Background: an optimization exercise with open tools, aiming at small area, a short achievable clock period and few clock cycles. Do not read the settings as production practice.
RTL that was checked went through simulation tests only; none was proved equivalent to the original.
Only the layout flow was run in run 1; the RTL was not checked for function there.

**flow/run.sh**
```bash
#!/bin/bash
set -euo pipefail
bash standard.sh SETUP_SLACK_MARGIN=8.5 finish > make_finish.log 2>&1
```
**standard.sh**
```bash
#!/bin/bash
# synth_recipe.tcl (not shown) runs the flow's synth.tcl, then flattens the netlist and writes it again
# the make line also repeats each setting of config.mk as NAME=value (left out here)
make -C /OpenROAD-flow-scripts/flow DESIGN_CONFIG=/design/flow/config.mk WORK_HOME=/design/flow/orfs CLKGATE_MAP_FILE= SYNTH_SCRIPT=/design/flow/synth_recipe.tcl "${@:-finish}"
```
**design.v**
```verilog
module vpha_hash (
    input  wire         clk,
    input  wire         rst,        
    input  wire         start,      
    input  wire [31:0]  len,        
    output reg          busy,
    output reg          done,
    output wire [31:0]  result,
    output reg          rd_req,
    output wire [31:0]  rd_addr,    
    output reg  [5:0]   rd_len,     
    input  wire         rd_ready,
    input  wire         rd_valid,
    input  wire [255:0] rd_data     
);
    reg [31:0]  h;             
    reg [1:0]   m;             
    reg [26:0]  blk;           
    reg [26:0]  rhi;           
    reg [4:0]   llo;           
    reg [2:0]   qlast;         
    reg         nslot;         
    reg         fdone;         
    reg         flast;         
    reg         fin;           
    reg         outst;         
    reg         ldb, lds;      
    reg [127:0] buf0, buf1;    
    reg [1:0]   full;          
    reg [2:0]   p;             
    reg         pdone;         
    reg [23:0]  prev;          
    reg [23:0]  x0, x1;        
    reg         xv, xl;        
    assign result  = h;
    assign rd_addr = {blk, 5'd0};
    wire [255:0] bufw = {buf1, buf0};
    wire [31:0]  w    = bufw[32*p +: 32];
    wire [7:0] w0 = w[7:0],    w1 = w[15:8],  w2 = w[23:16], w3 = w[31:24];
    wire [7:0] p1 = prev[7:0], p2 = prev[15:8], p3 = prev[23:16];
    reg  [7:0] v0, v1, v2, v3;
    always @(*) begin
        case (m)
            2'd0:    begin v0 = w0; v1 = w1; v2 = w2; v3 = w3; end
            2'd1:    begin v0 = p3; v1 = w0; v2 = w1; v3 = w2; end
            2'd2:    begin v0 = p2; v1 = p3; v2 = w0; v3 = w1; end
            default: begin v0 = p1; v1 = p2; v2 = p3; v3 = w0; end
        endcase
    end
    wire [23:0] x0_n, x1_n;
    wire [31:0] h_n;
    vpha_word_sum  u_ws (.v0(v0), .v1(v1), .v2(v2), .v3(v3), .s0(x0_n), .s1(x1_n));
    vpha_state_sum u_ss (.h(h), .x0(x0), .x1(x1), .s(h_n));
    wire go    = busy & full[p[2]] & ~pdone;        
    wire wlast = fin & (p == qlast);                
    wire       vld    = rd_valid & outst;
    wire       full0a = vld & (ldb | ~lds) | full[0] & ~(go & (p == 3'd3));
    wire       full1a = vld & (ldb |  lds) | full[1] & ~(go & (p == 3'd7));
    wire [2:0] p_a    = go ? p + 3'd1 : p;
    wire       slot_free = nslot ? (~full1a | (p_a[2] & p_a[1]))
                                 : (~full0a | (~p_a[2] & p_a[1]));
    wire       can_req = busy & ~fdone & ~rd_req & (~outst | rd_valid) & slot_free;
    wire       r0     = (rhi == 27'd0);
    wire       r1     = (rhi == 27'd1);
    wire       r2     = (rhi == 27'd2);
    wire       llo0   = (llo == 5'd0);
    wire       lle16  = ~llo[4] | (llo[3:0] == 4'd0);
    wire       nz     = nslot ? r0 : r1;                
    wire       last0  = r1 & lle16;                     
    wire       last1  = r0 | (r1 & llo0);               
    always @(posedge clk) begin
        xv <= go & ~rst;
        xl <= wlast;
        x0 <= x0_n;
        x1 <= x1_n;
    end
    always @(posedge clk) begin
        if (vld & (ldb | ~lds)) buf0 <= rd_data[127:0];
        if (vld & (ldb |  lds)) buf1 <= rd_data[255:128];
    end
    always @(posedge clk) begin
        if (rst) begin
            busy   <= 1'b0;
            done   <= 1'b0;
            rd_req <= 1'b0;
            outst  <= 1'b0;
            full   <= 2'b00;
            fdone  <= 1'b1;
            pdone  <= 1'b1;
        end else if (start & ~busy) begin
            done  <= (len == 32'd0);
            busy  <= (len != 32'd0);
            m     <= -len[1:0];
            case (len[1:0])
                2'd0:    h <= 32'h00000001;    
                2'd3:    h <= 32'hBDEF7BDF;    
                2'd2:    h <= 32'hCC520C41;    
                default: h <= 32'hD50AE79F;    
            endcase
            blk   <= 27'd0;
            rhi   <= len[31:5];
            llo   <= len[4:0];
            qlast <= len[4:2] - {2'b00, (len[1:0] == 2'd0)};
            nslot <= 1'b0;
            fin   <= 1'b0;
            full  <= 2'b00;
            p     <= 3'd0;
            pdone <= (len == 32'd0);
            prev  <= 24'd0;
            rd_req <= (len != 32'd0);
            rd_len <= (len[31:5] != 27'd0) ? 6'd32 : {1'b0, len[4:0]};
            ldb   <= 1'b1;
            lds   <= 1'b0;
            fdone <= (len[31:5] == 27'd0) | ((len[31:5] == 27'd1) & (len[4:0] == 5'd0));
            flast <= (len[31:5] == 27'd0) | ((len[31:5] == 27'd1) & (len[4:0] == 5'd0));
        end else begin
            if (go) begin
                prev <= w[31:8];
                p    <= p + 3'd1;
                if (wlast) pdone <= 1'b1;
            end
            if (xv) begin
                h <= h_n;
                if (xl) begin
                    busy <= 1'b0;
                    done <= 1'b1;
                end
            end
            full <= {full1a, full0a};
            if (vld) begin
                outst <= 1'b0;
                if (flast) fin <= 1'b1;
            end
            if (rd_req & rd_ready) begin
                rd_req <= 1'b0;
                outst  <= 1'b1;
            end
            if (can_req) begin
                rd_req <= 1'b1;
                rd_len <= nz ? {1'b0, llo} : 6'd32;
                ldb    <= 1'b0;
                lds    <= nslot;
                nslot  <= ~nslot;
                flast  <= nslot ? last1 : last0;
                fdone  <= nslot ? last1 : last0;
                if (~nslot) begin
                    blk <= blk + 27'd1;
                    rhi <= rhi - 27'd1;
                end
            end
        end
    end
endmodule
module vpha_word_sum (
    input  wire [7:0] v0,
    input  wire [7:0] v1,
    input  wire [7:0] v2,
    input  wire [7:0] v3,
    output wire [23:0] s0,
    output wire [23:0] s1
);
    wire t_1 = v1[6] ^ v2[1];
    wire t_2 = v1[6] & v2[1];
    wire t_3 = v0[0] ^ v1[7] ^ v2[2];
    wire t_4 = (v0[0] & v1[7]) | (v0[0] & v2[2]) | (v1[7] & v2[2]);
    wire t_5 = v3[7] ^ ~v0[2];
    wire t_6 = v3[7] & ~v0[2];
    wire t_7 = v0[2] ^ v0[5];
    wire t_8 = v0[2] & v0[5];
    wire t_9 = v1[5] ^ v2[0] ^ v3[5];
    wire t_10 = (v1[5] & v2[0]) | (v1[5] & v3[5]) | (v2[0] & v3[5]);
    wire t_11 = v3[6] ^ ~v0[1] ^ ~v0[6];
    wire t_12 = (v3[6] & ~v0[1]) | (v3[6] & ~v0[6]) | (~v0[1] & ~v0[6]);
    wire t_13 = ~v1[0] ^ ~v2[6];
    wire t_14 = ~v1[0] & ~v2[6];
    wire t_15 = ~v0[7] ^ ~v1[1] ^ ~v2[7];
    wire t_16 = (~v0[7] & ~v1[1]) | (~v0[7] & ~v2[7]) | (~v1[1] & ~v2[7]);
    wire t_17 = t_2 ^ t_5 ^ t_3;
    wire t_18 = (t_2 & t_5) | (t_2 & t_3) | (t_5 & t_3);
    wire t_19 = v0[1] ^ v2[3] ^ ~v0[3];
    wire t_20 = (v0[1] & v2[3]) | (v0[1] & ~v0[3]) | (v2[3] & ~v0[3]);
    wire t_21 = ~v1[2] ^ t_6 ^ t_4;
    wire t_22 = (~v1[2] & t_6) | (~v1[2] & t_4) | (t_6 & t_4);
    wire t_23 = v0[2] ^ v2[4] ^ ~v0[4];
    wire t_24 = (v0[2] & v2[4]) | (v0[2] & ~v0[4]) | (v2[4] & ~v0[4]);
    wire t_25 = v0[0] ^ v0[3] ^ v1[0];
    wire t_26 = (v0[0] & v0[3]) | (v0[0] & v1[0]) | (v0[3] & v1[0]);
    wire t_27 = v2[5] ^ ~v0[5];
    wire t_28 = v2[5] & ~v0[5];
    wire t_29 = v0[1] ^ v0[4] ^ v1[1];
    wire t_30 = (v0[1] & v0[4]) | (v0[1] & v1[1]) | (v0[4] & v1[1]);
    wire t_31 = v2[6] ^ ~v0[6] ^ ~v1[5];
    wire t_32 = (v2[6] & ~v0[6]) | (v2[6] & ~v1[5]) | (~v0[6] & ~v1[5]);
    wire t_33 = v1[2] ^ v2[7] ^ ~v0[0];
    wire t_34 = (v1[2] & v2[7]) | (v1[2] & ~v0[0]) | (v2[7] & ~v0[0]);
    wire t_35 = ~v0[7] ^ ~v1[6] ^ t_7;
    wire t_36 = (~v0[7] & ~v1[6]) | (~v0[7] & t_7) | (~v1[6] & t_7);
    wire t_37 = v0[3] ^ v0[6] ^ v1[3];
    wire t_38 = (v0[3] & v0[6]) | (v0[3] & v1[3]) | (v0[6] & v1[3]);
    wire t_39 = ~v0[1] ^ ~v1[7] ^ t_8;
    wire t_40 = (~v0[1] & ~v1[7]) | (~v0[1] & t_8) | (~v1[7] & t_8);
    wire t_41 = v0[4] ^ v0[7] ^ v1[4];
    wire t_42 = (v0[4] & v0[7]) | (v0[4] & v1[4]) | (v0[7] & v1[4]);
    wire t_43 = v0[0] ^ v0[5];
    wire t_44 = v0[0] & v0[5];
    wire t_45 = v0[1] ^ v0[6];
    wire t_46 = v0[1] & v0[6];
    wire t_47 = v0[2] ^ v0[7];
    wire t_48 = v0[2] & v0[7];
    wire t_49 = v1[0] ^ v3[0];
    wire t_50 = v1[0] & v3[0];
    wire t_51 = v1[1] ^ v3[1] ^ ~v0[1];
    wire t_52 = (v1[1] & v3[1]) | (v1[1] & ~v0[1]) | (v3[1] & ~v0[1]);
    wire t_53 = v1[2] ^ v3[2] ^ ~v0[2];
    wire t_54 = (v1[2] & v3[2]) | (v1[2] & ~v0[2]) | (v3[2] & ~v0[2]);
    wire t_55 = v1[3] ^ v3[3] ^ ~v0[3];
    wire t_56 = (v1[3] & v3[3]) | (v1[3] & ~v0[3]) | (v3[3] & ~v0[3]);
    wire t_57 = v1[4] ^ v3[4] ^ ~v0[4];
    wire t_58 = (v1[4] & v3[4]) | (v1[4] & ~v0[4]) | (v3[4] & ~v0[4]);
    wire t_59 = ~v0[0] ^ ~v0[5] ^ ~v2[5];
    wire t_60 = (~v0[0] & ~v0[5]) | (~v0[0] & ~v2[5]) | (~v0[5] & ~v2[5]);
    wire t_61 = t_1 ^ t_13 ^ t_10;
    wire t_62 = (t_1 & t_13) | (t_1 & t_10) | (t_13 & t_10);
    wire t_63 = t_14 ^ t_12 ^ t_15;
    wire t_64 = (t_14 & t_12) | (t_14 & t_15) | (t_12 & t_15);
    wire t_65 = t_16 ^ t_19 ^ t_18;
    wire t_66 = (t_16 & t_19) | (t_16 & t_18) | (t_19 & t_18);
    wire t_67 = ~v1[3] ^ t_20 ^ t_23;
    wire t_68 = (~v1[3] & t_20) | (~v1[3] & t_23) | (t_20 & t_23);
    wire t_69 = ~v1[4] ^ t_27 ^ t_24;
    wire t_70 = (~v1[4] & t_27) | (~v1[4] & t_24) | (t_27 & t_24);
    wire t_71 = t_28 ^ t_26 ^ t_29;
    wire t_72 = (t_28 & t_26) | (t_28 & t_29) | (t_26 & t_29);
    wire t_73 = t_30 ^ t_32 ^ t_33;
    wire t_74 = (t_30 & t_32) | (t_30 & t_33) | (t_32 & t_33);
    wire t_75 = t_34 ^ t_37 ^ t_39;
    wire t_76 = (t_34 & t_37) | (t_34 & t_39) | (t_37 & t_39);
    wire t_77 = ~v0[2] ^ t_38 ^ t_41;
    wire t_78 = (~v0[2] & t_38) | (~v0[2] & t_41) | (t_38 & t_41);
    wire t_79 = v1[5] ^ ~v0[3] ^ t_43;
    wire t_80 = (v1[5] & ~v0[3]) | (v1[5] & t_43) | (~v0[3] & t_43);
    wire t_81 = v1[6] ^ ~v0[4] ^ t_44;
    wire t_82 = (v1[6] & ~v0[4]) | (v1[6] & t_44) | (~v0[4] & t_44);
    wire t_83 = v1[7] ^ ~v0[5] ^ t_46;
    wire t_84 = (v1[7] & ~v0[5]) | (v1[7] & t_46) | (~v0[5] & t_46);
    wire t_85 = v0[3] ^ ~v0[6];
    wire t_86 = v0[3] & ~v0[6];
    wire t_87 = ~v0[0] ^ ~v2[0];
    wire t_88 = ~v0[0] & ~v2[0];
    wire t_89 = ~v2[1] ^ t_50 ^ t_51;
    wire t_90 = (~v2[1] & t_50) | (~v2[1] & t_51) | (t_50 & t_51);
    wire t_91 = ~v2[2] ^ t_52 ^ t_53;
    wire t_92 = (~v2[2] & t_52) | (~v2[2] & t_53) | (t_52 & t_53);
    wire t_93 = ~v2[3] ^ t_54 ^ t_55;
    wire t_94 = (~v2[3] & t_54) | (~v2[3] & t_55) | (t_54 & t_55);
    wire t_95 = ~v2[4] ^ t_56 ^ t_57;
    wire t_96 = (~v2[4] & t_56) | (~v2[4] & t_57) | (t_56 & t_57);
    wire t_97 = t_58 ^ t_9 ^ t_59;
    wire t_98 = (t_58 & t_9) | (t_58 & t_59) | (t_9 & t_59);
    wire t_99 = t_60 ^ t_11 ^ t_61;
    wire t_100 = (t_60 & t_11) | (t_60 & t_61) | (t_11 & t_61);
    wire t_101 = t_62 ^ t_17 ^ t_63;
    wire t_102 = (t_62 & t_17) | (t_62 & t_63) | (t_17 & t_63);
    wire t_103 = t_21 ^ t_64 ^ t_65;
    wire t_104 = (t_21 & t_64) | (t_21 & t_65) | (t_64 & t_65);
    wire t_105 = t_22 ^ t_67 ^ t_66;
    wire t_106 = (t_22 & t_67) | (t_22 & t_66) | (t_67 & t_66);
    wire t_107 = t_25 ^ t_68 ^ t_69;
    wire t_108 = (t_25 & t_68) | (t_25 & t_69) | (t_68 & t_69);
    wire t_109 = t_31 ^ t_70 ^ t_71;
    wire t_110 = (t_31 & t_70) | (t_31 & t_71) | (t_70 & t_71);
    wire t_111 = t_35 ^ t_72 ^ t_73;
    wire t_112 = (t_35 & t_72) | (t_35 & t_73) | (t_72 & t_73);
    wire t_113 = t_36 ^ t_74 ^ t_75;
    wire t_114 = (t_36 & t_74) | (t_36 & t_75) | (t_74 & t_75);
    wire t_115 = t_40 ^ t_77 ^ t_76;
    wire t_116 = (t_40 & t_77) | (t_40 & t_76) | (t_77 & t_76);
    wire t_117 = t_42 ^ t_79 ^ t_78;
    wire t_118 = (t_42 & t_79) | (t_42 & t_78) | (t_79 & t_78);
    wire t_119 = t_45 ^ t_81 ^ t_80;
    wire t_120 = (t_45 & t_81) | (t_45 & t_80) | (t_81 & t_80);
    wire t_121 = t_47 ^ t_82 ^ t_83;
    wire t_122 = (t_47 & t_82) | (t_47 & t_83) | (t_82 & t_83);
    wire t_123 = t_48 ^ t_85 ^ t_84;
    wire t_124 = (t_48 & t_85) | (t_48 & t_84) | (t_85 & t_84);
    wire t_125 = v0[4] ^ ~v0[7] ^ t_86;
    wire t_126 = (v0[4] & ~v0[7]) | (v0[4] & t_86) | (~v0[7] & t_86);
    assign s0 = {1'b0, v0[7], v0[6], v0[5], t_125, t_123, t_121, t_119, t_117, t_115, t_113, t_111, t_109, t_107, t_105, t_103, t_101, t_99, t_97, t_95, t_93, t_91, t_89, t_49};
    assign s1 = {1'b0, 1'b0, 1'b0, t_126, t_124, t_122, t_120, t_118, t_116, t_114, t_112, t_110, t_108, t_106, t_104, t_102, t_100, t_98, t_96, t_94, t_92, t_90, t_88, t_87};
endmodule
module vpha_state_sum (
    input  wire [31:0] h,
    input  wire [23:0] x0,
    input  wire [23:0] x1,
    output wire [31:0] s
);
    wire t_1 = 1'b1 ^ h[0];
    wire t_2 = 1'b1 & h[0];
    wire t_3 = h[14] ^ h[1];
    wire t_4 = h[14] & h[1];
    wire t_5 = 1'b1 ^ h[15] ^ h[2];
    wire t_6 = (1'b1 & h[15]) | (1'b1 & h[2]) | (h[15] & h[2]);
    wire t_7 = 1'b1 ^ h[16] ^ h[3];
    wire t_8 = (1'b1 & h[16]) | (1'b1 & h[3]) | (h[16] & h[3]);
    wire t_9 = h[17] ^ h[4] ^ x0[17];
    wire t_10 = (h[17] & h[4]) | (h[17] & x0[17]) | (h[4] & x0[17]);
    wire t_11 = h[18] ^ h[5] ^ x0[18];
    wire t_12 = (h[18] & h[5]) | (h[18] & x0[18]) | (h[5] & x0[18]);
    wire t_13 = h[19] ^ h[6] ^ x0[19];
    wire t_14 = (h[19] & h[6]) | (h[19] & x0[19]) | (h[6] & x0[19]);
    wire t_15 = 1'b1 ^ h[0] ^ h[20];
    wire t_16 = (1'b1 & h[0]) | (1'b1 & h[20]) | (h[0] & h[20]);
    wire t_17 = h[7] ^ x0[20] ^ x1[20];
    wire t_18 = (h[7] & x0[20]) | (h[7] & x1[20]) | (x0[20] & x1[20]);
    wire t_19 = 1'b1 ^ h[1] ^ h[21];
    wire t_20 = (1'b1 & h[1]) | (1'b1 & h[21]) | (h[1] & h[21]);
    wire t_21 = h[8] ^ x0[21] ^ x1[21];
    wire t_22 = (h[8] & x0[21]) | (h[8] & x1[21]) | (x0[21] & x1[21]);
    wire t_23 = ~h[10] ^ ~h[14];
    wire t_24 = ~h[10] & ~h[14];
    wire t_25 = 1'b1 ^ h[22] ^ h[2];
    wire t_26 = (1'b1 & h[22]) | (1'b1 & h[2]) | (h[22] & h[2]);
    wire t_27 = h[9] ^ x0[22] ^ x1[22];
    wire t_28 = (h[9] & x0[22]) | (h[9] & x1[22]) | (x0[22] & x1[22]);
    wire t_29 = ~h[11] ^ ~h[15] ^ ~h[5];
    wire t_30 = (~h[11] & ~h[15]) | (~h[11] & ~h[5]) | (~h[15] & ~h[5]);
    wire t_31 = 1'b1 ^ h[10] ^ h[23];
    wire t_32 = (1'b1 & h[10]) | (1'b1 & h[23]) | (h[10] & h[23]);
    wire t_33 = h[3] ^ x0[23] ^ x1[23];
    wire t_34 = (h[3] & x0[23]) | (h[3] & x1[23]) | (x0[23] & x1[23]);
    wire t_35 = ~h[12] ^ ~h[16] ^ ~h[6];
    wire t_36 = (~h[12] & ~h[16]) | (~h[12] & ~h[6]) | (~h[16] & ~h[6]);
    wire t_37 = 1'b1 ^ h[11] ^ h[24];
    wire t_38 = (1'b1 & h[11]) | (1'b1 & h[24]) | (h[11] & h[24]);
    wire t_39 = h[4] ^ ~h[13] ^ ~h[17];
    wire t_40 = (h[4] & ~h[13]) | (h[4] & ~h[17]) | (~h[13] & ~h[17]);
    wire t_41 = 1'b1 ^ h[12] ^ h[25];
    wire t_42 = (1'b1 & h[12]) | (1'b1 & h[25]) | (h[12] & h[25]);
    wire t_43 = h[5] ^ ~h[14];
    wire t_44 = h[5] & ~h[14];
    wire t_45 = 1'b1 ^ h[13] ^ h[26];
    wire t_46 = (1'b1 & h[13]) | (1'b1 & h[26]) | (h[13] & h[26]);
    wire t_47 = h[6] ^ ~h[15];
    wire t_48 = h[6] & ~h[15];
    wire t_49 = 1'b1 ^ h[14] ^ h[27];
    wire t_50 = (1'b1 & h[14]) | (1'b1 & h[27]) | (h[14] & h[27]);
    wire t_51 = h[7] ^ ~h[10];
    wire t_52 = h[7] & ~h[10];
    wire t_53 = 1'b1 ^ h[15] ^ h[28];
    wire t_54 = (1'b1 & h[15]) | (1'b1 & h[28]) | (h[15] & h[28]);
    wire t_55 = h[8] ^ ~h[11];
    wire t_56 = h[8] & ~h[11];
    wire t_57 = 1'b1 ^ h[16] ^ h[29];
    wire t_58 = (1'b1 & h[16]) | (1'b1 & h[29]) | (h[16] & h[29]);
    wire t_59 = h[9] ^ ~h[12];
    wire t_60 = h[9] & ~h[12];
    wire t_61 = 1'b1 ^ h[10] ^ h[17];
    wire t_62 = (1'b1 & h[10]) | (1'b1 & h[17]) | (h[10] & h[17]);
    wire t_63 = h[30] ^ ~h[13];
    wire t_64 = h[30] & ~h[13];
    wire t_65 = 1'b1 ^ h[11] ^ h[18];
    wire t_66 = h[31] ^ ~h[14];
    wire t_67 = 1'b1 ^ h[7];
    wire t_68 = 1'b1 & h[7];
    wire t_69 = h[8] ^ x0[8];
    wire t_70 = h[8] & x0[8];
    wire t_71 = 1'b1 ^ h[9] ^ x0[9];
    wire t_72 = (1'b1 & h[9]) | (1'b1 & x0[9]) | (h[9] & x0[9]);
    wire t_73 = 1'b1 ^ h[10] ^ x0[10];
    wire t_74 = (1'b1 & h[10]) | (1'b1 & x0[10]) | (h[10] & x0[10]);
    wire t_75 = h[11] ^ x0[11] ^ x1[11];
    wire t_76 = (h[11] & x0[11]) | (h[11] & x1[11]) | (x0[11] & x1[11]);
    wire t_77 = 1'b1 ^ h[12] ^ x0[12];
    wire t_78 = (1'b1 & h[12]) | (1'b1 & x0[12]) | (h[12] & x0[12]);
    wire t_79 = x1[12] ^ ~h[1];
    wire t_80 = x1[12] & ~h[1];
    wire t_81 = h[13] ^ x0[13] ^ x1[13];
    wire t_82 = (h[13] & x0[13]) | (h[13] & x1[13]) | (x0[13] & x1[13]);
    wire t_83 = ~h[2] ^ ~h[6] ^ t_1;
    wire t_84 = (~h[2] & ~h[6]) | (~h[2] & t_1) | (~h[6] & t_1);
    wire t_85 = x0[14] ^ x1[14] ^ ~h[3];
    wire t_86 = (x0[14] & x1[14]) | (x0[14] & ~h[3]) | (x1[14] & ~h[3]);
    wire t_87 = ~h[7] ^ t_2 ^ t_3;
    wire t_88 = (~h[7] & t_2) | (~h[7] & t_3) | (t_2 & t_3);
    wire t_89 = x0[15] ^ x1[15] ^ ~h[4];
    wire t_90 = (x0[15] & x1[15]) | (x0[15] & ~h[4]) | (x1[15] & ~h[4]);
    wire t_91 = ~h[8] ^ t_4 ^ t_5;
    wire t_92 = (~h[8] & t_4) | (~h[8] & t_5) | (t_4 & t_5);
    wire t_93 = x0[16] ^ x1[16] ^ ~h[5];
    wire t_94 = (x0[16] & x1[16]) | (x0[16] & ~h[5]) | (x1[16] & ~h[5]);
    wire t_95 = ~h[9] ^ t_6 ^ t_7;
    wire t_96 = (~h[9] & t_6) | (~h[9] & t_7) | (t_6 & t_7);
    wire t_97 = x1[17] ^ ~h[0] ^ ~h[10];
    wire t_98 = (x1[17] & ~h[0]) | (x1[17] & ~h[10]) | (~h[0] & ~h[10]);
    wire t_99 = ~h[6] ^ t_8 ^ t_9;
    wire t_100 = (~h[6] & t_8) | (~h[6] & t_9) | (t_8 & t_9);
    wire t_101 = x1[18] ^ ~h[11] ^ ~h[1];
    wire t_102 = (x1[18] & ~h[11]) | (x1[18] & ~h[1]) | (~h[11] & ~h[1]);
    wire t_103 = ~h[7] ^ t_10 ^ t_11;
    wire t_104 = (~h[7] & t_10) | (~h[7] & t_11) | (t_10 & t_11);
    wire t_105 = x1[19] ^ ~h[12] ^ ~h[2];
    wire t_106 = (x1[19] & ~h[12]) | (x1[19] & ~h[2]) | (~h[12] & ~h[2]);
    wire t_107 = ~h[8] ^ t_12 ^ t_13;
    wire t_108 = (~h[8] & t_12) | (~h[8] & t_13) | (t_12 & t_13);
    wire t_109 = ~h[13] ^ ~h[3] ^ ~h[9];
    wire t_110 = (~h[13] & ~h[3]) | (~h[13] & ~h[9]) | (~h[3] & ~h[9]);
    wire t_111 = t_14 ^ t_15 ^ t_17;
    wire t_112 = (t_14 & t_15) | (t_14 & t_17) | (t_15 & t_17);
    wire t_113 = ~h[4] ^ t_23 ^ t_16;
    wire t_114 = (~h[4] & t_23) | (~h[4] & t_16) | (t_23 & t_16);
    wire t_115 = t_18 ^ t_19 ^ t_21;
    wire t_116 = (t_18 & t_19) | (t_18 & t_21) | (t_19 & t_21);
    wire t_117 = t_24 ^ t_20 ^ t_22;
    wire t_118 = (t_24 & t_20) | (t_24 & t_22) | (t_20 & t_22);
    wire t_119 = t_25 ^ t_27 ^ t_29;
    wire t_120 = (t_25 & t_27) | (t_25 & t_29) | (t_27 & t_29);
    wire t_121 = t_26 ^ t_28 ^ t_30;
    wire t_122 = (t_26 & t_28) | (t_26 & t_30) | (t_28 & t_30);
    wire t_123 = t_31 ^ t_33 ^ t_35;
    wire t_124 = (t_31 & t_33) | (t_31 & t_35) | (t_33 & t_35);
    wire t_125 = ~h[7] ^ t_32 ^ t_34;
    wire t_126 = (~h[7] & t_32) | (~h[7] & t_34) | (t_32 & t_34);
    wire t_127 = t_36 ^ t_37 ^ t_39;
    wire t_128 = (t_36 & t_37) | (t_36 & t_39) | (t_37 & t_39);
    wire t_129 = ~h[18] ^ ~h[8] ^ t_43;
    wire t_130 = (~h[18] & ~h[8]) | (~h[18] & t_43) | (~h[8] & t_43);
    wire t_131 = t_38 ^ t_40 ^ t_41;
    wire t_132 = (t_38 & t_40) | (t_38 & t_41) | (t_40 & t_41);
    wire t_133 = ~h[19] ^ ~h[9] ^ t_44;
    wire t_134 = (~h[19] & ~h[9]) | (~h[19] & t_44) | (~h[9] & t_44);
    wire t_135 = t_47 ^ t_42 ^ t_45;
    wire t_136 = (t_47 & t_42) | (t_47 & t_45) | (t_42 & t_45);
    wire t_137 = ~h[16] ^ ~h[20] ^ t_48;
    wire t_138 = (~h[16] & ~h[20]) | (~h[16] & t_48) | (~h[20] & t_48);
    wire t_139 = t_51 ^ t_46 ^ t_49;
    wire t_140 = (t_51 & t_46) | (t_51 & t_49) | (t_46 & t_49);
    wire t_141 = ~h[17] ^ ~h[21] ^ t_52;
    wire t_142 = (~h[17] & ~h[21]) | (~h[17] & t_52) | (~h[21] & t_52);
    wire t_143 = t_55 ^ t_50 ^ t_53;
    wire t_144 = (t_55 & t_50) | (t_55 & t_53) | (t_50 & t_53);
    wire t_145 = ~h[18] ^ ~h[22] ^ t_56;
    wire t_146 = (~h[18] & ~h[22]) | (~h[18] & t_56) | (~h[22] & t_56);
    wire t_147 = t_59 ^ t_54 ^ t_57;
    wire t_148 = (t_59 & t_54) | (t_59 & t_57) | (t_54 & t_57);
    wire t_149 = ~h[19] ^ ~h[23] ^ t_60;
    wire t_150 = (~h[19] & ~h[23]) | (~h[19] & t_60) | (~h[23] & t_60);
    wire t_151 = t_63 ^ t_58 ^ t_61;
    wire t_152 = (t_63 & t_58) | (t_63 & t_61) | (t_58 & t_61);
    wire t_153 = ~h[20] ^ ~h[24] ^ t_64;
    wire t_154 = t_66 ^ t_62 ^ t_65;
    wire t_155 = 1'b1 ^ h[1];
    wire t_156 = 1'b1 & h[1];
    wire t_157 = h[2] ^ x0[2];
    wire t_158 = h[2] & x0[2];
    wire t_159 = h[3] ^ x0[3];
    wire t_160 = h[3] & x0[3];
    wire t_161 = h[4] ^ x0[4];
    wire t_162 = h[4] & x0[4];
    wire t_163 = 1'b1 ^ h[5] ^ x0[5];
    wire t_164 = (1'b1 & h[5]) | (1'b1 & x0[5]) | (h[5] & x0[5]);
    wire t_165 = 1'b1 ^ h[6] ^ x0[6];
    wire t_166 = (1'b1 & h[6]) | (1'b1 & x0[6]) | (h[6] & x0[6]);
    wire t_167 = x0[7] ^ x1[7] ^ ~h[0];
    wire t_168 = (x0[7] & x1[7]) | (x0[7] & ~h[0]) | (x1[7] & ~h[0]);
    wire t_169 = x1[8] ^ ~h[1] ^ t_68;
    wire t_170 = (x1[8] & ~h[1]) | (x1[8] & t_68) | (~h[1] & t_68);
    wire t_171 = x1[9] ^ ~h[2] ^ t_70;
    wire t_172 = (x1[9] & ~h[2]) | (x1[9] & t_70) | (~h[2] & t_70);
    wire t_173 = x1[10] ^ ~h[3] ^ t_72;
    wire t_174 = (x1[10] & ~h[3]) | (x1[10] & t_72) | (~h[3] & t_72);
    wire t_175 = ~h[0] ^ ~h[4] ^ t_74;
    wire t_176 = (~h[0] & ~h[4]) | (~h[0] & t_74) | (~h[4] & t_74);
    wire t_177 = ~h[5] ^ t_79 ^ t_76;
    wire t_178 = (~h[5] & t_79) | (~h[5] & t_76) | (t_79 & t_76);
    wire t_179 = t_80 ^ t_78 ^ t_81;
    wire t_180 = (t_80 & t_78) | (t_80 & t_81) | (t_78 & t_81);
    wire t_181 = t_82 ^ t_85 ^ t_84;
    wire t_182 = (t_82 & t_85) | (t_82 & t_84) | (t_85 & t_84);
    wire t_183 = t_86 ^ t_89 ^ t_88;
    wire t_184 = (t_86 & t_89) | (t_86 & t_88) | (t_89 & t_88);
    wire t_185 = t_90 ^ t_93 ^ t_92;
    wire t_186 = (t_90 & t_93) | (t_90 & t_92) | (t_93 & t_92);
    wire t_187 = t_94 ^ t_97 ^ t_96;
    wire t_188 = (t_94 & t_97) | (t_94 & t_96) | (t_97 & t_96);
    wire t_189 = t_98 ^ t_101 ^ t_100;
    wire t_190 = (t_98 & t_101) | (t_98 & t_100) | (t_101 & t_100);
    wire t_191 = t_102 ^ t_105 ^ t_104;
    wire t_192 = (t_102 & t_105) | (t_102 & t_104) | (t_105 & t_104);
    wire t_193 = t_106 ^ t_109 ^ t_108;
    wire t_194 = (t_106 & t_109) | (t_106 & t_108) | (t_109 & t_108);
    wire t_195 = t_110 ^ t_112 ^ t_113;
    wire t_196 = (t_110 & t_112) | (t_110 & t_113) | (t_112 & t_113);
    wire t_197 = t_114 ^ t_116 ^ t_117;
    wire t_198 = (t_114 & t_116) | (t_114 & t_117) | (t_116 & t_117);
    wire t_199 = t_118 ^ t_120 ^ t_121;
    wire t_200 = (t_118 & t_120) | (t_118 & t_121) | (t_120 & t_121);
    wire t_201 = t_122 ^ t_125 ^ t_124;
    wire t_202 = (t_122 & t_125) | (t_122 & t_124) | (t_125 & t_124);
    wire t_203 = t_126 ^ t_129 ^ t_128;
    wire t_204 = (t_126 & t_129) | (t_126 & t_128) | (t_129 & t_128);
    wire t_205 = t_133 ^ t_130 ^ t_132;
    wire t_206 = (t_133 & t_130) | (t_133 & t_132) | (t_130 & t_132);
    wire t_207 = t_134 ^ t_137 ^ t_136;
    wire t_208 = (t_134 & t_137) | (t_134 & t_136) | (t_137 & t_136);
    wire t_209 = t_138 ^ t_141 ^ t_140;
    wire t_210 = (t_138 & t_141) | (t_138 & t_140) | (t_141 & t_140);
    wire t_211 = t_142 ^ t_145 ^ t_144;
    wire t_212 = (t_142 & t_145) | (t_142 & t_144) | (t_145 & t_144);
    wire t_213 = t_146 ^ t_149 ^ t_148;
    wire t_214 = (t_146 & t_149) | (t_146 & t_148) | (t_149 & t_148);
    wire t_215 = t_150 ^ t_153 ^ t_152;
    wire t_216 = h[0] ^ x0[0];
    wire t_217 = h[0] & x0[0];
    wire t_218 = x0[1] ^ x1[1] ^ t_155;
    wire t_219 = (x0[1] & x1[1]) | (x0[1] & t_155) | (x1[1] & t_155);
    wire t_220 = x1[2] ^ t_156 ^ t_157;
    wire t_221 = (x1[2] & t_156) | (x1[2] & t_157) | (t_156 & t_157);
    wire t_222 = x1[3] ^ t_158 ^ t_159;
    wire t_223 = (x1[3] & t_158) | (x1[3] & t_159) | (t_158 & t_159);
    wire t_224 = x1[4] ^ t_160 ^ t_161;
    wire t_225 = (x1[4] & t_160) | (x1[4] & t_161) | (t_160 & t_161);
    wire t_226 = x1[5] ^ t_162 ^ t_163;
    wire t_227 = (x1[5] & t_162) | (x1[5] & t_163) | (t_162 & t_163);
    wire t_228 = x1[6] ^ t_164 ^ t_165;
    wire t_229 = (x1[6] & t_164) | (x1[6] & t_165) | (t_164 & t_165);
    wire t_230 = t_67 ^ t_166 ^ t_167;
    wire t_231 = (t_67 & t_166) | (t_67 & t_167) | (t_166 & t_167);
    wire t_232 = t_69 ^ t_168 ^ t_169;
    wire t_233 = (t_69 & t_168) | (t_69 & t_169) | (t_168 & t_169);
    wire t_234 = t_71 ^ t_170 ^ t_171;
    wire t_235 = (t_71 & t_170) | (t_71 & t_171) | (t_170 & t_171);
    wire t_236 = t_73 ^ t_172 ^ t_173;
    wire t_237 = (t_73 & t_172) | (t_73 & t_173) | (t_172 & t_173);
    wire t_238 = t_75 ^ t_174 ^ t_175;
    wire t_239 = (t_75 & t_174) | (t_75 & t_175) | (t_174 & t_175);
    wire t_240 = t_77 ^ t_176 ^ t_177;
    wire t_241 = (t_77 & t_176) | (t_77 & t_177) | (t_176 & t_177);
    wire t_242 = t_83 ^ t_178 ^ t_179;
    wire t_243 = (t_83 & t_178) | (t_83 & t_179) | (t_178 & t_179);
    wire t_244 = t_87 ^ t_180 ^ t_181;
    wire t_245 = (t_87 & t_180) | (t_87 & t_181) | (t_180 & t_181);
    wire t_246 = t_91 ^ t_182 ^ t_183;
    wire t_247 = (t_91 & t_182) | (t_91 & t_183) | (t_182 & t_183);
    wire t_248 = t_95 ^ t_184 ^ t_185;
    wire t_249 = (t_95 & t_184) | (t_95 & t_185) | (t_184 & t_185);
    wire t_250 = t_99 ^ t_186 ^ t_187;
    wire t_251 = (t_99 & t_186) | (t_99 & t_187) | (t_186 & t_187);
    wire t_252 = t_103 ^ t_188 ^ t_189;
    wire t_253 = (t_103 & t_188) | (t_103 & t_189) | (t_188 & t_189);
    wire t_254 = t_107 ^ t_190 ^ t_191;
    wire t_255 = (t_107 & t_190) | (t_107 & t_191) | (t_190 & t_191);
    wire t_256 = t_111 ^ t_192 ^ t_193;
    wire t_257 = (t_111 & t_192) | (t_111 & t_193) | (t_192 & t_193);
    wire t_258 = t_115 ^ t_194 ^ t_195;
    wire t_259 = (t_115 & t_194) | (t_115 & t_195) | (t_194 & t_195);
    wire t_260 = t_119 ^ t_196 ^ t_197;
    wire t_261 = (t_119 & t_196) | (t_119 & t_197) | (t_196 & t_197);
    wire t_262 = t_123 ^ t_198 ^ t_199;
    wire t_263 = (t_123 & t_198) | (t_123 & t_199) | (t_198 & t_199);
    wire t_264 = t_127 ^ t_200 ^ t_201;
    wire t_265 = (t_127 & t_200) | (t_127 & t_201) | (t_200 & t_201);
    wire t_266 = t_131 ^ t_202 ^ t_203;
    wire t_267 = (t_131 & t_202) | (t_131 & t_203) | (t_202 & t_203);
    wire t_268 = t_135 ^ t_204 ^ t_205;
    wire t_269 = (t_135 & t_204) | (t_135 & t_205) | (t_204 & t_205);
    wire t_270 = t_139 ^ t_206 ^ t_207;
    wire t_271 = (t_139 & t_206) | (t_139 & t_207) | (t_206 & t_207);
    wire t_272 = t_143 ^ t_208 ^ t_209;
    wire t_273 = (t_143 & t_208) | (t_143 & t_209) | (t_208 & t_209);
    wire t_274 = t_147 ^ t_210 ^ t_211;
    wire t_275 = (t_147 & t_210) | (t_147 & t_211) | (t_210 & t_211);
    wire t_276 = t_151 ^ t_212 ^ t_213;
    wire t_277 = (t_151 & t_212) | (t_151 & t_213) | (t_212 & t_213);
    wire t_278 = t_154 ^ t_214 ^ t_215;
    assign s = {t_278, t_276, t_274, t_272, t_270, t_268, t_266, t_264, t_262, t_260, t_258, t_256, t_254, t_252, t_250, t_248, t_246, t_244, t_242, t_240, t_238, t_236, t_234, t_232, t_230, t_228, t_226, t_224, t_222, t_220, t_218, x1[0]} + {t_277, t_275, t_273, t_271, t_269, t_267, t_265, t_263, t_261, t_259, t_257, t_255, t_253, t_251, t_249, t_247, t_245, t_243, t_241, t_239, t_237, t_235, t_233, t_231, t_229, t_227, t_225, t_223, t_221, t_219, t_217, t_216};
endmodule
```
**constraint.sdc**
```tcl
create_clock -name core_clock -period 12.0 [get_ports {clk}]
set_input_delay 2.4000 -clock core_clock [delete_from_list [all_inputs] [get_ports {clk}]]
set_output_delay 2.4000 -clock core_clock [all_outputs]
set_load 0.01 [all_outputs]
```
**config.mk**
```make
export PLATFORM = sky130hd
export DESIGN_NAME = vpha_hash
export DESIGN_NICKNAME = vpha_hash
export VERILOG_FILES = /design/flow/design.v
export SDC_FILE = /design/flow/constraint.sdc
export NUM_CORES = 4
export LEC_CHECK = 0
export ABC_CLOCK_PERIOD_IN_PS = 3000
export CAP_MARGIN = 20
export CORE_MARGIN = 2
export CORE_UTILIZATION = 60
export SLEW_MARGIN = 20
export TNS_END_PERCENT = 0
```
==> notes.md, run 1 <==
Routed len/inst -> 22.1 um
First-pass GRT wire length -> 98.3 mm
Synth top area cells -> edfxtp_1 (48%), fa_1 (12%), mux4_2 (5.9%)
Final non-filler cell total -> 2940
Final setup vio count -> 0
Status -> no timing/DRC/antenna violations
Fmax -> 0.232 GHz
Setup tns final -> 0 ns
Overflow after GRT -> 0
Input/output buffers -> 360
Hold_ws -> 0.527 ns
Top Family by Delay on Critical Path -> adder cells
Max-Cap Viols -> 0
WL final -> 65.1 mm
Max Fanout on Critical Path -> 4
Die Y -> 206 um
Clk sink count -> 443
Drt drc -> 0
Cell Area, Placed -> 0.0287 mm2
Placed Instances -> 2771
I/O pin count -> 366
Initial Util -> 0.605
Commonest cells in the netlist -> edfxtp_1 (389), inv_1 (290), nand2_1 (173)
Clock buffer depth -> 3
Buf+Inv Stages, Crit Path -> 5
DRT antenna net count -> 0
Dpl hpwl -> 46.6 mm
Die area -> 0.0426 mm2
CP max stage cell -> fa_1
Ys async rst share -> 0
Dominant cell type by area after synthesis -> edfxtp_1
H-tree Lvls -> 2
Area grow syn2layout -> 28.0%
Clock root buffer -> clkbuf_16
Initial antenna violation count -> 0
Unique cell type count in the Yosys netlist -> 75
CP Data Arrival Time -> 4.62 ns
Chip width -> 206 um
Hold_buf cts -> 0
Site Rows -> 74
Drt first pass iters -> 7
CP Class -> reg2reg
Net total in the final layout -> 2903
Avg Inst Size Synth -> 12.7 um2
Final Hold Fails -> 0
CTS tree -> done
EDFF count, synth -> 389
Post-Syn Instances -> 1933
Max Slew Vio Count -> 0
Slew margin rel. -> 0.326
Top-area cell type share of the netlist area -> 0.475
CP startpoint kind -> register
Final instance area -> 0.0315 mm2
Area of the core -> 0.0406 mm2
Total CTS buffers -> 46
Flop and latch count out of synthesis -> 443
Clock transition at the registers of the reported paths -> 0.06 ns
Most used DFF post-synth -> edfxtp_1
Via/cell ratio -> 5.70
Vias in the first global route -> 17561
Worst Clk Skew -> 0.0361 ns
Clock latency on the worst-skew pair -> 0.60 ns
Synthesized area -> 0.0246 mm2
Hold WC Path Type -> reg2reg
RSZ-0062 raised after global routing -> true
Worst path required time -> 12.32 ns
Largest net degree at the start of global routing -> 80
Iteration-0 DRC Markers -> 1234
Largest stage delay, worst path -> 0.51 ns
Vias -> 16768
CP dominant cell by count -> fa_1
Fraction of the cycle the final worst path needs -> 0.359
Most common cell in the netlist -> edfxtp_1
Tightest Pin Transition -> 1.01 ns
Gpl congestion -> 0.915
Synth warnings -> 1
Sequential fraction of the synthesis area -> 0.519
Critical-path cell list -> inv_2, fa_1, inv_1, fa_2, inv_2, fa_1, fa_1, inv_1, ha_4, a2111oi_4, buf_4, a221oi_4, o21ai_4, o211a_1, o2111a_1, a221o_1
Share of cells above drive strength 1 -> 0.142
CP Capture Type -> register
Overall routing resource usage -> 0.311
Crit path time final -> 4.31 ns
-- cells in the final DEF, fill, tap and decap left out, types with 6 or more instances in the layout --
cell type        synthesis  final
ha_1                    91     76
or4_1                    6      6
nand2_1                173    170
clkbuf_1                49     14
edfxtp_1               389    389
o21ai_1                 20     28
clkdlybuf4s50_1          0    355
xnor2_1                 41     41
a21o_1                  12     12
nand2b_1                11     10
and3_1                  13     13
nand3_1                 23     23
a31oi_1                 13     12
o21ai_2                  0      6
clkinv_1                 0      9
a21oi_1                 71     65
mux2i_1                 33     31
fa_1                   150    143
or3_1                   12     12
buf_6                    2      9
buf_4                   10     85
dfxtp_1                 54     54
fa_2                     0      7
ha_4                     0     12
inv_2                    1     13
o21ai_0                 84     69
nand4_1                 22     22
nor2_1                 100     97
nor4_1                  11     11
o21a_1                   7      7
nor3_1                  23     20
o211ai_1                 9      9
clkbuf_16                0     47
xor2_1                  30     30
mux4_2                  64     64
and2_1                   9      9
mux2_2                  17     17
inv_1                  290    271
-- registers in the layout, summed over array words and instances (netlist names), 3 cells and up --
register,flops
blk,27
x1,21
x0,23
prev,24
llo,4
rhi,27
rd_len,6
buf0,128
buf1,128
p,3
h,32
qlast,3
-- worst min-delay path, stage by stage (launching register included) --
cell     delay [ns]
dfxtp_1        0.32
nor2_1         0.10
nor3_1         0.06
-- repair_timing --
action                     CTS  global route
cloned                       4             0
resized for setup          129            22
setup endpoints to repair  569           522
buffers inserted            74             4
pin swaps                   27             9
hold endpoints to repair     0             0
-- final cells by class --
| type | instances | area [um2] |
|---|---|---|
| Clock buffer | 62 | 1240 |
| Tap cell | 532 | 666 |
| Antenna cell | 1 | 2.50 |
| Sequential cell | 443 | 12800 |
| Inverter | 291 | 1130 |
| Clock inverter | 24 | 233 |
| Fill cell | 2489 | 9190 |
| Multi-Input combinational cell | 1122 | 10800 |
| Timing Repair Buffer | 465 | 4600 |
-- layer usage --
layer  up-vias  GRT usage  wire length (um)
met5         -          0                 0
met1      8309      0.391             25200
met2       662      0.536             33100
met3       157     0.0478              3790
li1       7640          -                 -
met4         0      0.133              3080
-- per-stage QoR --
| stage | util | setup slack, ns |
|---|---|---|
| 2_1_floorplan | - | 5.41 |
| 3_3_place_gp | 0.706 | 6.68 |
| 3_5_place_dp | 0.706 | 6.58 |
| 4_1_cts | 0.771 | 7.79 |
| 5_1_grt | 0.774 | 7.58 |
| 6_report | 0.774 | 7.69 |
-- final timing paths --
kind	startpoint	to	slack [ns]	depth (start not counted)
setup reg to reg	h[19]	h[29]	7.69	16
hold reg to reg	done	done	0.53	2
setup / recovery	h[19]	h[29]	7.69	16
hold / removal	done	done	0.53	2
-- cell families (layout without fill, tap and decap cells) --
family / count (synthesis) / count (layout) / share of synthesized area
AO/OA/AOI/OAI: 270 / 270 / 0.0671
XOR/XNOR: 71 / 71 / 0.0253
adder cells (fa/ha/maj): 241 / 241 / 0.168
buffers and inverters: 372 / 842 / 0.0594
flip-flops: 443 / 443 / 0.519
multiplexers: 115 / 115 / 0.0803
other: 1 / 6 / 0.000153
AND/OR/NAND/NOR: 420 / 420 / 0.0800
==> run 2: changes to the inputs <==
--- a/design.v
+++ b/design.v
@@ -10,3 +10,3 @@
     output wire [31:0]  rd_addr,    
-    output reg  [5:0]   rd_len,     
+    output wire [5:0]   rd_len,     
     input  wire         rd_ready,
@@ -17,5 +17,5 @@
     reg [1:0]   m;             
-    reg [26:0]  blk;           
-    reg [26:0]  rhi;           
-    reg [4:0]   llo;           
+    reg [27:0]  blk;           
+    reg [27:0]  rhi;           
+    reg [3:0]   llo;           
     reg [2:0]   qlast;         
@@ -26,5 +26,6 @@
     reg         outst;         
-    reg         ldb, lds;      
+    reg         lds;           
     reg [127:0] buf0, buf1;    
     reg [1:0]   full;          
+    reg [4:0]   rlen;          
     reg [2:0]   p;             
@@ -35,3 +36,4 @@
     assign result  = h;
-    assign rd_addr = {blk, 5'd0};
+    assign rd_addr = {blk, 4'd0};
+    assign rd_len  = {1'b0, rlen};
     wire [255:0] bufw = {buf1, buf0};
@@ -56,4 +58,4 @@
     wire       vld    = rd_valid & outst;
-    wire       full0a = vld & (ldb | ~lds) | full[0] & ~(go & (p == 3'd3));
-    wire       full1a = vld & (ldb |  lds) | full[1] & ~(go & (p == 3'd7));
+    wire       full0a = vld & ~lds | full[0] & ~(go & (p == 3'd3));
+    wire       full1a = vld &  lds | full[1] & ~(go & (p == 3'd7));
     wire [2:0] p_a    = go ? p + 3'd1 : p;
@@ -62,10 +64,5 @@
     wire       can_req = busy & ~fdone & ~rd_req & (~outst | rd_valid) & slot_free;
-    wire       r0     = (rhi == 27'd0);
-    wire       r1     = (rhi == 27'd1);
-    wire       r2     = (rhi == 27'd2);
-    wire       llo0   = (llo == 5'd0);
-    wire       lle16  = ~llo[4] | (llo[3:0] == 4'd0);
-    wire       nz     = nslot ? r0 : r1;                
-    wire       last0  = r1 & lle16;                     
-    wire       last1  = r0 | (r1 & llo0);               
+    wire       r1     = (rhi == 28'd1);
+    wire       r2     = (rhi == 28'd2);
+    wire       last   = r1 | (r2 & (llo == 4'd0));    
     always @(posedge clk) begin
@@ -77,4 +74,4 @@
     always @(posedge clk) begin
-        if (vld & (ldb | ~lds)) buf0 <= rd_data[127:0];
-        if (vld & (ldb |  lds)) buf1 <= rd_data[255:128];
+        if (vld & ~lds) buf0 <= rd_data[127:0];
+        if (vld &  lds) buf1 <= rd_data[127:0];
     end
@@ -99,7 +96,7 @@
             endcase
-            blk   <= 27'd0;
-            rhi   <= len[31:5];
-            llo   <= len[4:0];
+            blk   <= 28'd0;
+            rhi   <= len[31:4];
+            llo   <= len[3:0];
             qlast <= len[4:2] - {2'b00, (len[1:0] == 2'd0)};
-            nslot <= 1'b0;
+            nslot <= 1'b1;
             fin   <= 1'b0;
@@ -110,7 +107,6 @@
             rd_req <= (len != 32'd0);
-            rd_len <= (len[31:5] != 27'd0) ? 6'd32 : {1'b0, len[4:0]};
-            ldb   <= 1'b1;
+            rlen  <= (len[31:4] != 28'd0) ? 5'd16 : {1'b0, len[3:0]};
             lds   <= 1'b0;
-            fdone <= (len[31:5] == 27'd0) | ((len[31:5] == 27'd1) & (len[4:0] == 5'd0));
-            flast <= (len[31:5] == 27'd0) | ((len[31:5] == 27'd1) & (len[4:0] == 5'd0));
+            fdone <= (len[31:4] == 28'd0) | ((len[31:4] == 28'd1) & (len[3:0] == 4'd0));
+            flast <= (len[31:4] == 28'd0) | ((len[31:4] == 28'd1) & (len[3:0] == 4'd0));
         end else begin
@@ -139,12 +135,9 @@
                 rd_req <= 1'b1;
-                rd_len <= nz ? {1'b0, llo} : 6'd32;
-                ldb    <= 1'b0;
+                rlen   <= r1 ? {1'b0, llo} : 5'd16;
                 lds    <= nslot;
                 nslot  <= ~nslot;
-                flast  <= nslot ? last1 : last0;
-                fdone  <= nslot ? last1 : last0;
-                if (~nslot) begin
-                    blk <= blk + 27'd1;
-                    rhi <= rhi - 27'd1;
-                end
+                flast  <= last;
+                fdone  <= last;
+                blk    <= blk + 28'd1;
+                rhi    <= rhi - 28'd1;
             end
==> run.sh (new file) <==
#!/bin/bash
# synth_recipe.tcl (not shown) runs the flow's synth.tcl, then flattens the netlist and writes it again
# the make line also repeats each setting of config.mk as NAME=value (left out here)
make -C /OpenROAD-flow-scripts/flow DESIGN_CONFIG=/design/flow/config.mk WORK_HOME=/design/flow/orfs CLKGATE_MAP_FILE= SYNTH_SCRIPT=/design/flow/synth_recipe.tcl finish
--- a/config.mk
+++ b/config.mk
@@ -11,3 +11,3 @@
 export CORE_UTILIZATION = 60
+export SETUP_SLACK_MARGIN = 5
 export SLEW_MARGIN = 20
-export TNS_END_PERCENT = 0
removed: flow/run.sh
removed: standard.sh
==> notes.md, run 2 <==
Most common cell after layout, fill and taps aside -> edfxtp_1 (unchanged)
Via/cell ratio -> 5.53 (was 5.70)
WL final -> 53.4 mm (was 65.1 mm)
CP Data Arrival Time -> 5.65 ns (was 4.62 ns)
Final Hold Fails -> 0 (unchanged)
Worst Clk Skew -> 0.0233 ns (was 0.0361 ns)
Number of fillers in the final layout -> 2828 (was 2489)
Hold_buf cts -> 0 (unchanged)
Post-Syn Instances -> 1873 (was 1933)
Max Slew Vio Count -> 0 (unchanged)
Vias in the first global route -> 15279 (was 17561)
Largest family of logic cells by synthesized area -> adder cells (unchanged)
Max Fanout on Critical Path -> 38 (was 4)
Drt first pass iters -> 5 (was 7)
Input/output buffers -> 232 (was 360)
Final instance area -> 0.0286 mm2 (was 0.0315 mm2)
Clock latency on the worst-skew pair -> 0.59 ns (was 0.60 ns)
Most frequent cells in the layout -> edfxtp_1 (388), inv_1 (290), clkdlybuf4s50_1 (232) (was edfxtp_1 (389), clkdlybuf4s50_1 (355), inv_1 (271))
Cell Area, Placed -> 0.0271 mm2 (was 0.0287 mm2)
Top Family by Delay on Critical Path -> buffers and inverters (was adder cells)
Slew margin rel. -> 0.330 (was 0.326)
Final setup vio count -> 0 (unchanged)
Overflow after GRT -> 0 (unchanged)
Clock buffer depth -> 3 (unchanged)
Post-CTS Resized -> 0 (was 129)
Fraction of the cycle the final worst path needs -> 0.431 (was 0.359)
CP Capture Type -> register (unchanged)
Top-area cell type share of the netlist area -> 0.482 (was 0.475)
Top flop regs -> buf0 (128), buf1 (128), h (32) (unchanged)
Hold WC Path Type -> reg2reg (unchanged)
Unique cell type count in the Yosys netlist -> 60 (was 75)
Site Rows -> 73 (was 74)
Synth warnings -> 1 (unchanged)
Max-Cap Viols -> 0 (unchanged)
Synthesized area -> 0.0242 mm2 (was 0.0246 mm2)
Overall routing resource usage -> 0.261 (was 0.311)
Worst reg2reg startpoint -> p[0] (was h[19])
Crit path time final -> 5.18 ns (was 4.31 ns)
Area of the core -> 0.0397 mm2 (was 0.0406 mm2)
I/O pin count -> 366 (unchanged)
CP Class -> reg2reg (unchanged)
EDFF count, synth -> 388 (was 389)
Die Y -> 205 um (was 206 um)
Critical-path cell list -> buf_4, buf_4, mux4_2, mux2i_1, nand2_1, o21ai_0, o21ai_0, inv_1, fa_1, inv_1, fa_1, inv_1, fa_1, inv_1, fa_1 (was inv_2, fa_1, inv_1, fa_2, inv_2, fa_1, fa_1, inv_1, ha_4, a2111oi_4, buf_4, a221oi_4, o21ai_4, o211a_1, o2111a_1, a221o_1)
Vias -> 14773 (was 16768)
Setup tns final -> 0 ns (unchanged)
Clock transition at the registers of the reported paths -> 0.07 ns (was 0.06 ns)
Chip width -> 205 um (was 206 um)
CTS tree -> done (unchanged)
Iteration-0 DRC Markers -> 1020 (was 1234)
Initial Util -> 0.608 (was 0.605)
H-tree Lvls -> 2 (unchanged)
Worst path required time -> 12.47 ns (was 12.32 ns)
Total CTS buffers -> 46 (unchanged)
Gpl congestion -> 0.913 (was 0.915)
Largest net degree at the start of global routing -> 76 (was 80)
Share of cells above drive strength 1 -> 0.0885 (was 0.142)
DRT antenna net count -> 0 (unchanged)
Dpl hpwl -> 39.3 mm (was 46.6 mm)
Flop and latch count out of synthesis -> 442 (was 443)
Synth Area in Simple Gates -> 0.0714 (was 0.0800)
Hold_ws -> 0.479 ns (was 0.527 ns)
Drt drc -> 0 (unchanged)
Routed len/inst -> 20.0 um (was 22.1 um)
Status -> no timing/DRC/antenna violations (unchanged)
Commonest cells in the netlist -> edfxtp_1 (388), inv_1 (290), nand2_1 (174) (was edfxtp_1 (389), inv_1 (290), nand2_1 (173))
Hold Startpoint -> pdone (was done)
Most used DFF post-synth -> edfxtp_1 (unchanged)
CP startpoint kind -> register (unchanged)
Avg Inst Size Synth -> 12.9 um2 (was 12.7 um2)
Synth top area cells -> edfxtp_1 (48%), fa_1 (12%), mux4_2 (6.0%) (was edfxtp_1 (48%), fa_1 (12%), mux4_2 (5.9%))
CP max stage cell -> buf_4 (was fa_1)
Post-synthesis compound-gate area fraction -> 0.0598 (was 0.0671)
Post-Synth XOR/XNOR Area -> 0.0315 (was 0.0253)
First-pass GRT wire length -> 83.0 mm (was 98.3 mm)
Buf+Inv Stages, Crit Path -> 6 (was 5)
Sequential fraction of the synthesis area -> 0.527 (was 0.519)
Multiplexer share of the synthesized area -> 0.0808 (was 0.0803)
Critical path origin -> p[0] (was h[19])
Clk sink count -> 442 (was 443)
Tightest Pin Transition -> 0.994 ns (was 1.01 ns)
Clock root buffer -> clkbuf_16 (unchanged)
Net total in the final layout -> 2647 (was 2903)
Fmax -> 0.193 GHz (was 0.232 GHz)
Post-synthesis adder-cell area fraction -> 0.172 (was 0.168)
Post-layout util -> 0.719 (was 0.774)
Initial antenna violation count -> 3 (was 0)
Postcts setup bufs -> 0 (was 74)
Dominant cell type by area after synthesis -> edfxtp_1 (unchanged)
RSZ-0062 raised after global routing -> false (was true)
Largest stage delay, worst path -> 0.71 ns (was 0.51 ns)
Area grow syn2layout -> 18.3% (was 28.0%)
Die area -> 0.0419 mm2 (was 0.0426 mm2)
Most common cell in the netlist -> edfxtp_1 (unchanged)
Ys async rst share -> 0 (unchanged)
## run 2: worst register-to-register path: stages (launching register included)
cell and delay, ns:
edfxtp_1 0.37, buf_4 0.48, buf_4 0.74, mux4_2 0.60, mux2i_1 0.59, nand2_1 0.12
o21ai_0 0.13, o21ai_0 0.19, inv_1 0.20, fa_1 0.43, inv_1 0.08, fa_1 0.17
inv_1 0.05, fa_1 0.47, inv_1 0.05, fa_1 0.42
## run 2: logic make-up after synthesis
logic type / after synthesis
adders and majority gates: 242
buffers and inverters: 361
and+or+nand+nor: 381
other: 1
muxes: 113
DFF: 442
xor gates and xnor gates: 87
AOI/OAI and AO/OA: 246
## run 2: cell type report
type                       instances  area (um2)  share of cell area
timing repair buffer             257        2510              0.0878
antenna                            1        2.50           0.0000876
clock inverter                    19         190             0.00665
multi-input combinational       1074       10100               0.353
clock buffer                      64        1310              0.0459
sequential                       442       12700               0.445
inverter                         291        1090              0.0382
tap                              525         657              0.0230
## run 2: path summary, 6_finish.rpt
check                           endpoint  slack (ns)  depth (start not counted)
worst max-delay path               x0[8]        6.82                         15
worst min-delay path               pdone        0.48                          2
worst max register to register     x0[8]        6.82                         15
worst min register to register     pdone        0.48                          2
## run 2: per-layer routing
metal	routed length [um]	global-route usage	up-vias
met1	21800	0.333	7299
met5	39	0	-
li1	-	-	6954
met2	26500	0.438	394
met3	2940	0.0477	120
met4	2130	0.113	6
## run 2: stage by stage
step	worst slack, ns	instances
2_1_floorplan	5.65	1877
3_3_place_gp	6.42	2589
3_5_place_dp	6.39	2589
4_1_cts	6.73	2672
5_1_grt	6.47	2672
6_report	6.82	2673
Testbench counts of run 2, summed over its fixed seeds: cycles 23,130.
==> run 3: changes to the inputs <==
==> flow/run.sh (new file) <==
#!/bin/bash
set -euo pipefail
bash standard.sh SETUP_SLACK_MARGIN=8.5 finish > make_finish.log 2>&1
==> standard.sh (new file) <==
#!/bin/bash
# synth_recipe.tcl (not shown) runs the flow's synth.tcl, then flattens the netlist and writes it again
# the make line also repeats each setting of config.mk as NAME=value (left out here)
make -C /OpenROAD-flow-scripts/flow DESIGN_CONFIG=/design/flow/config.mk WORK_HOME=/design/flow/orfs CLKGATE_MAP_FILE= SYNTH_SCRIPT=/design/flow/synth_recipe.tcl "${@:-finish}"
--- a/config.mk
+++ b/config.mk
@@ -11,3 +11,3 @@
 export CORE_UTILIZATION = 60
-export SETUP_SLACK_MARGIN = 5
 export SLEW_MARGIN = 20
+export TNS_END_PERCENT = 0
removed: run.sh
==> notes.md, run 3 <==
I/O pin count -> 366 (unchanged)
CP dominant cell by count -> fa_1
Critical-path cell list -> fa_1, inv_1, fa_2, fa_1, fa_1, inv_1, ha_4, a21o_1, a21oi_1, o21a_1, o21bai_4, o41a_1, xor2_1, nor2_1 (was buf_4, buf_4, mux4_2, mux2i_1, nand2_1, o21ai_0, o21ai_0, inv_1, fa_1, inv_1, fa_1, inv_1, fa_1, inv_1, fa_1)
Clock buffer depth -> 3 (unchanged)
Die area -> 0.0419 mm2 (unchanged)
Drt first pass iters -> 5 (unchanged)
Area grow syn2layout -> 22.5% (was 18.3%)
Worst reg2reg startpoint -> h[4] (was p[0])
Hold path depth -> 2 (unchanged)
Die Y -> 205 um (unchanged)
Vias -> 15317 (was 14773)
Gpl congestion -> 0.899 (was 0.913)
Top-area cell type share of the netlist area -> 0.482 (unchanged)
Hold Startpoint -> pdone (unchanged)
Most frequent cells in the layout -> edfxtp_1 (388), inv_1 (275), clkdlybuf4s50_1 (232) (was edfxtp_1 (388), inv_1 (290), clkdlybuf4s50_1 (232))
First-pass GRT wire length -> 87.5 mm (was 83.0 mm)
CP Data Arrival Time -> 4.77 ns (was 5.65 ns)
H-tree Lvls -> 2 (unchanged)
Crit path time final -> 4.45 ns (was 5.18 ns)
Depth of the worst register-to-register path -> 14 (was 15)
Hold_buf cts -> 0 (unchanged)
Avg Inst Size Synth -> 12.9 um2 (unchanged)
Slew margin rel. -> 0.311 (was 0.330)
Overflow after GRT -> 0 (unchanged)
Commonest cells in the netlist -> edfxtp_1 (388), inv_1 (290), nand2_1 (174) (unchanged)
Sequential fraction of the synthesis area -> 0.527 (unchanged)
Ys async rst share -> 0 (unchanged)
Max Fanout on Critical Path -> 6 (was 38)
Total CTS buffers -> 46 (unchanged)
Fraction of the cycle the final worst path needs -> 0.371 (was 0.431)
Clock transition at the registers of the reported paths -> 0.07 ns (about the same)
Synthesized area -> 0.0242 mm2 (unchanged)
Status -> no timing/DRC/antenna violations (unchanged)
Final Hold Fails -> 0 (unchanged)
Synth top area cells -> edfxtp_1 (48%), fa_1 (12%), mux4_2 (6.0%) (unchanged)
Largest stage delay, worst path -> 0.59 ns (was 0.71 ns)
Fmax -> 0.225 GHz (was 0.193 GHz)
CTS tree -> done (unchanged)
Final setup vio count -> 0 (unchanged)
Vias in the first global route -> 15970 (was 15279)
Overall routing resource usage -> 0.276 (was 0.261)
Worst Clk Skew -> 0.0115 ns (was 0.0233 ns)
EDFF count, synth -> 388 (unchanged)
Most common cell after layout, fill and taps aside -> edfxtp_1 (unchanged)
Hold WC Path Type -> reg2reg (unchanged)
CP Class -> reg2reg (unchanged)
Routed len/inst -> 20.6 um (was 20.0 um)
Number of diodes -> 0 (was 1)
Clock latency on the worst-skew pair -> 0.59 ns (about the same)
CP startpoint kind -> register (unchanged)
Largest net degree at the start of global routing -> 74 (was 76)
Iteration-0 DRC Markers -> 1088 (was 1020)
Chip width -> 205 um (unchanged)
Top Family by Delay on Critical Path -> adder cells (was buffers and inverters)
Clk sink count -> 442 (unchanged)
Drt drc -> 0 (unchanged)
Worst Hold End -> pdone (unchanged)
Input/output buffers -> 232 (unchanged)
CP Capture Type -> register (unchanged)
Most used DFF post-synth -> edfxtp_1 (unchanged)
Site Rows -> 73 (unchanged)
Initial Util -> 0.608 (unchanged)
Tightest Pin Transition -> 1.03 ns (was 0.994 ns)
Dominant cell type by area after synthesis -> edfxtp_1 (unchanged)
Post-Syn Instances -> 1873 (unchanged)
Reg2Reg Setup Slack -> 7.55 ns (was 6.82 ns)
Share of cells above drive strength 1 -> 0.149 (was 0.0885)
Most common cell in the netlist -> edfxtp_1 (unchanged)
Via/cell ratio -> 5.60 (was 5.53)
Max Slew Vio Count -> 0 (unchanged)
Buf+Inv Stages, Crit Path -> 2 (was 6)
Dpl hpwl -> 40.0 mm (was 39.3 mm)
Setup tns final -> 0 ns (unchanged)
Hold_ws -> 0.473 ns (was 0.479 ns)
Synth warnings -> 1 (unchanged)
Flop and latch count out of synthesis -> 442 (unchanged)
DRT antenna net count -> 0 (unchanged)
Worst path required time -> 12.32 ns (was 12.47 ns)
Area of the core -> 0.0397 mm2 (unchanged)
Top flop regs -> buf0 (128), buf1 (128), h (32) (unchanged)
WL final -> 56.3 mm (was 53.4 mm)
RR Endpoint -> h[25] (was x0[8])
Clock root buffer -> clkbuf_16 (unchanged)
Net total in the final layout -> 2707 (was 2647)
Max-Cap Viols -> 0 (unchanged)
RSZ-0062 raised after global routing -> true (was false)
Unique cell type count in the Yosys netlist -> 60 (unchanged)
Initial antenna violation count -> 2 (was 3)
CP max stage cell -> fa_1 (was buf_4)
## run 3: timing repair
item	CTS	global route
pin swaps	40	13
gates resized for setup	104	16
buffers inserted	53	10
cloned	3	0
setup endpoints to repair	564	562
## run 3: final cells by class
class / instances / area [um2]
Clock buffer: 56 / 1280
Timing Repair Buffer: 314 / 3010
Sequential cell: 442 / 12700
Clock inverter: 29 / 318
Tap cell: 525 / 657
Inverter: 291 / 1120
Fill cell: 2599 / 10100
Multi-Input combinational cell: 1077 / 10500
## run 3: per-layer routing
metal,vias up,part of all wire,global-route usage
met5,-,0.00052,0
met4,4,0.036,0.106
met3,125,0.053,0.0431
met2,422,0.51,0.470
met1,7664,0.40,0.358
li1,7102,-,-
## run 3: worst max path at each step
| stage | endpoint | startpoint | depth (start not counted) | slack [ns] |
|---|---|---|---|---|
| detailed placement | blk[10] | rd_valid | 7 | 6.66 |
| CTS | h[28] | h[1] | 15 | 7.61 |
| floorplan | blk[0] | rd_valid | 6 | 6.45 |
| finish | h[25] | h[4] | 14 | 7.55 |
| global route | h[28] | h[9] | 16 | 7.40 |
| global placement | h[28] | start | 7 | 6.67 |
## run 3: per-stage QoR
step,utilization,worst slack [ns],instances,instance area (um2)
floorplan,-,6.45,1877,24200
global placement,0.681,6.67,2583,27000
detailed placement,0.681,6.66,2583,27000
CTS,0.742,7.61,2724,29500
global route,0.745,7.40,2734,29600
finish,0.745,7.55,2734,29600
## run 3: cell families after synthesis
group	share of synthesized area
compound gates	0.0598
buf+inv	0.0577
fa+ha+maj	0.172
simple gates	0.0714
other cells	0.000155
flops	0.527
xor+xnor	0.0315
mux	0.0808
## run 3: worst min-delay path, delay by kind of cell (launching register included)
kind,cells,cell delay (ns)
flops,1,0.32
simple gates,2,0.12

-- port drivers added, routing unchanged --
In the flow no input, the clock included, has a driving cell. The finished layouts below were timed again as built, in two steps.
Step 1 sets driving cells, clkbuf_16 on the clock port and buf_2 on the other inputs (assumed; they add their load-dependent delay and slew).
Step 2 also shifts input and output timing later by t, the mid clock arrival at the registers, as if the neighbouring blocks saw the same clock.
a / b / c = ideal / step 1 / step 2; a / b = the first two.
| run | t (ns) | setup WS [ns] | worst register clock-pin slew, ns |
|---|---|---|---|
| run 1 | 0.641 | 7.693 / 7.693 / 7.157 | 0.07 / 0.07 |
| run 2 | 0.633 | 6.822 / 6.822 / 6.387 | 0.07 / 0.07 |
| run 3 | 0.638 | 7.554 / 7.554 / 6.950 | 0.07 / 0.07 |
After both steps setup and hold are still met in every run listed. The setup slack of run 3, which loses most, moves by 0.000 ns with the drivers and by -0.604 ns with both steps.
